Source: an optimization exercise on an open RTL-to-GDS flow (aim: small area). Production flows keep margins and buffers that such runs may drop. In this exercise RTL edits were held to simulation tests only and were not proved equivalent to the original. Power and IR drop assume default switching activity.

Design ads126x_frame_engine, start of the top module:
module ads126x_frame_engine (
    input  wire         clk,
    input  wire         rst,
    input  wire         req_valid,
    output wire         req_ready,
    input  wire [4:0]   req_kind,
    input  wire [7:0]   req_addr,
    input  wire [7:0]   req_count,
    input  wire [7:0]   req_wdata,
    input  wire [1:0]   req_mode,
    input  wire [31:0]  req_code,
    input  wire         din_valid,
    output wire         din_ready,
    input  wire [7:0]   din_data,
    output wire         rsp_valid,
    output wire [1:0]   rsp_outcome,
    output wire [2:0]   rsp_err,
    output wire [2:0]   rsp_reason,
    output wire [215:0] rsp_payload,
    output wire [7:0]   rsp_status,
    output wire         rsp_alarm,
    output wire [1:0]   cs_state,
    output wire         refused,
    output wire         bus_valid,
    output reg  [1:0]   bus_op,
    output reg  [7:0]   bus_tx,
    output wire         bus_last,
    input  wire         bus_ready,
    input  wire         bus_fail,
    input  wire [7:0]   bus_rx,
    input  wire         bus_len_bad
);
For scale: about 980 cells after synthesis, about 280 flip-flops, ~340 I/O pins, about 11000 µm² of cells after synthesis.
export LEC_CHECK = 0
export CAP_MARGIN = 20
export CORE_MARGIN = 2
export CORE_UTILIZATION = 50
export SLEW_MARGIN = 20
create_clock -name core_clock -period 10.0 [get_ports {clk}]
standard.sh (not shown) runs the stock make flow with config.mk's settings and CLKGATE_MAP_FILE= SYNTH_SCRIPT=/design/flow/synth_recipe.tcl, a recipe that flattens the netlist after the stock synthesis.
==> flow/flow/run.sh <==
#!/bin/bash
export BUFFER_PORTS_ARGS="-buffer_cell sky130_fd_sc_hd__buf_1"
export CTS_ARGS="-sink_clustering_enable -repair_clock_nets -dont_use_dummy_load -sink_clustering_size 16 -sink_clustering_max_diameter 80 -buf_list {sky130_fd_sc_hd__clkbuf_8}"
bash standard.sh > standard_flow.log 2>&1
==> next run, changes <==
==> flow/flow/run.sh (replaced) <==
#!/bin/bash
# The standard layout (standard.sh) with three changes:
#  - synthesis maps the logic with an area-oriented ABC script (flow/area.abc)
#    instead of ORFS's speed script; everything else in synthesis, and every
#    register, is as in the standard synthesis;
#  - the port buffers use the smallest buffer cell;
#  - the clock tree uses larger sink clusters and no dummy loads.
set -euo pipefail
HERE=$(pwd)
F=$HERE/flow
# ORFS's synth.tcl with only its ABC mapping script replaced
sed 's#log_cmd abc {\*}\$abc_args#log_cmd abc {*}[lreplace $abc_args 1 1 '"$F"'/area.abc]#' \
    "$FLOW_HOME/scripts/synth.tcl" > "$HERE/synth_area.tcl"
grep -q "$F/area.abc" "$HERE/synth_area.tcl"
# The standard flow's synthesis script, sourcing that copy
sed 's#source \$::env(SCRIPTS_DIR)/synth.tcl#source '"$HERE"'/synth_area.tcl#' \
    synth_recipe.tcl > "$HERE/synth_recipe_area.tcl"
grep -q "synth_area.tcl" "$HERE/synth_recipe_area.tcl"
sed 's#SYNTH_SCRIPT=[^ ]*#SYNTH_SCRIPT='"$HERE"'/synth_recipe_area.tcl#' standard.sh > "$HERE/standard_area.sh"
grep -q "synth_recipe_area.tcl" "$HERE/standard_area.sh"
export BUFFER_PORTS_ARGS="-buffer_cell sky130_fd_sc_hd__buf_1"
export CTS_ARGS="-sink_clustering_enable -repair_clock_nets -dont_use_dummy_load -sink_clustering_size 16 -sink_clustering_max_diameter 80 -buf_list {sky130_fd_sc_hd__clkbuf_8}"
bash "$HERE/standard_area.sh" > standard_flow.log 2>&1
==> flow/flow/area.abc (new file) <==
strash
&get -n
&fraig -x
&put
dc2
strash
dch -f
amap
Result:
- clock skew came out lower by 22 ps
- final area falls by 6.4%
- first-iteration DRC count fell by 6.4%
- maximum frequency went down by 11%
- clock-buffer cell count does not change
- die area came out lower by 8.9%
- register-to-register slack got worse by 970 ps
- total power shrinks by 8.5%

---

ads126x_frame_engine, a different RTL version from the one above (not shown whole).
Size in the first run: about 950 cells after synthesis, ~270 flip-flops, about 340 I/O pins.
==> flow/config.mk <==
export PLATFORM = sky130hd
export DESIGN_NAME = ads126x_frame_engine
export DESIGN_NICKNAME = ads126x_frame_engine
export VERILOG_FILES = /design/flow/design.v
export SDC_FILE = /design/flow/constraint.sdc
export NUM_CORES = 4
export LEC_CHECK = 0
export CAP_MARGIN = 20
export CORE_MARGIN = 2
export CORE_UTILIZATION = 50
export SLEW_MARGIN = 20
==> flow/constraint.sdc <==
create_clock -name core_clock -period 10.0 [get_ports {clk}]
set_input_delay 2.0000 -clock core_clock [delete_from_list [all_inputs] [get_ports {clk}]]
set_output_delay 2.0000 -clock core_clock [all_outputs]
set_load 0.01 [all_outputs]
==> flow/flow/run.sh <==
#!/bin/bash
# The standard layout (standard.sh) with three changes:
#  - synthesis maps the logic with an area-oriented ABC script (flow/area.abc)
#    instead of ORFS's speed script; everything else in synthesis, and every
#    register, is as in the standard synthesis;
#  - the port buffers use the smallest buffer cell;
#  - the clock tree uses larger sink clusters and no dummy loads.
set -euo pipefail
HERE=$(pwd)
F=$HERE/flow
# ORFS's synth.tcl with only its ABC mapping script replaced
sed 's#log_cmd abc {\*}\$abc_args#log_cmd abc {*}[lreplace $abc_args 1 1 '"$F"'/area.abc]#' \
    "$FLOW_HOME/scripts/synth.tcl" > "$HERE/synth_area.tcl"
grep -q "$F/area.abc" "$HERE/synth_area.tcl"
# The standard flow's synthesis script, sourcing that copy
sed 's#source \$::env(SCRIPTS_DIR)/synth.tcl#source '"$HERE"'/synth_area.tcl#' \
    synth_recipe.tcl > "$HERE/synth_recipe_area.tcl"
grep -q "synth_area.tcl" "$HERE/synth_recipe_area.tcl"
sed 's#SYNTH_SCRIPT=[^ ]*#SYNTH_SCRIPT='"$HERE"'/synth_recipe_area.tcl#' standard.sh > "$HERE/standard_area.sh"
grep -q "synth_recipe_area.tcl" "$HERE/standard_area.sh"
export BUFFER_PORTS_ARGS="-buffer_cell sky130_fd_sc_hd__buf_1"
export CTS_ARGS="-sink_clustering_enable -repair_clock_nets -dont_use_dummy_load -sink_clustering_size 16 -sink_clustering_max_diameter 80 -buf_list {sky130_fd_sc_hd__clkbuf_8}"
bash "$HERE/standard_area.sh" > standard_flow.log 2>&1
==> flow/flow/area.abc <==
strash
&get -n
&fraig -x
&put
dc2
strash
dch -f
amap
The baseline completed with no timing, DRC or antenna violations.
Rerun with:
--- a/flow/flow/run.sh
+++ b/flow/flow/run.sh
@@ -21,3 +21,3 @@
 export BUFFER_PORTS_ARGS="-buffer_cell sky130_fd_sc_hd__buf_1"
-export CTS_ARGS="-sink_clustering_enable -repair_clock_nets -dont_use_dummy_load -sink_clustering_size 16 -sink_clustering_max_diameter 80 -buf_list {sky130_fd_sc_hd__clkbuf_8}"
+export CTS_ARGS="-sink_clustering_enable -repair_clock_nets -dont_use_dummy_load -sink_clustering_size 6 -sink_clustering_max_diameter 40 -buf_list {sky130_fd_sc_hd__clkbuf_2 sky130_fd_sc_hd__clkbuf_4}"
 bash "$HERE/standard_area.sh" > standard_flow.log 2>&1
Clock power goes up by about a fifth.
Maximum frequency stays flat.
Synthesized area is unchanged.
Die area stays the same.
Power goes up by a few percent.
Global-route usage goes up by 0.46 points.
Sequential share of layout area goes down by 0.53 points.
Routed wire length goes up slightly.
Non-clock buffer count is unchanged.
Combinational power barely changes.
Rerun with:
--- a/flow/flow/run.sh
+++ b/flow/flow/run.sh
@@ -21,3 +21,3 @@
 export BUFFER_PORTS_ARGS="-buffer_cell sky130_fd_sc_hd__buf_1"
-export CTS_ARGS="-sink_clustering_enable -repair_clock_nets -dont_use_dummy_load -sink_clustering_size 6 -sink_clustering_max_diameter 40 -buf_list {sky130_fd_sc_hd__clkbuf_2 sky130_fd_sc_hd__clkbuf_4}"
+export CTS_ARGS="-sink_clustering_enable -repair_clock_nets -dont_use_dummy_load -sink_clustering_size 10 -sink_clustering_max_diameter 60 -buf_list {sky130_fd_sc_hd__clkbuf_4}"
 bash "$HERE/standard_area.sh" > standard_flow.log 2>&1
The new run finished clean.
Routed wire length fell slightly.
Core utilization fell by 0.81 points.
Final cell count fell slightly.
Clock-buffer cell count fell by 20.
Critical path depth stays the same.
Hold slack is better by 0.0058 ns.
Register-to-register slack is better by 0.02 ns.
Synthesized cell count is unchanged.

[static timing again, ports no longer ideal]
The results above use ideal ports. As a check the final layouts listed here were re-extracted and re-timed, cells and wires unchanged. Step 1 (the two cells are an assumption about what drives the block):
set clk [get_ports {clk}]
set_driving_cell -lib_cell sky130_fd_sc_hd__clkbuf_16 $clk
set_driving_cell -lib_cell sky130_fd_sc_hd__buf_2 [delete_from_list [all_inputs] $clk]
Step 2 adds t to the input delays and takes it off the output delays; t is the mean of the earliest and latest rising clock arrival at the registers after step 1. Input paths then give back, and output paths get back, about the clock's delay inside the block. Three values: ideal, step 1, step 2; two values: the first two.
| run | t, ns | setup WS [ns] | worst register clock-pin slew, ns |
|---|---|---|---|
| the first run of note 1 | 0.545 | 3.646 / 3.619 / 3.619 | 0.11 / 0.11 |
| the second run of note 1 | 0.559 | 2.841 / 2.819 / 2.819 | 0.11 / 0.11 |
| the first run of note 2 | 0.565 | 3.395 / 3.373 / 3.373 | 0.10 / 0.10 |
| the second run of note 2 | 0.683 | 3.404 / 3.384 / 3.384 | 0.08 / 0.08 |
| the third run of note 2 | 0.639 | 3.381 / 3.361 / 3.361 | 0.11 / 0.11 |
After both steps every run listed still meets setup and hold. For the first run of note 1, which loses most, drivers alone change the setup slack by -0.027 ns; drivers and shift together by -0.027 ns.
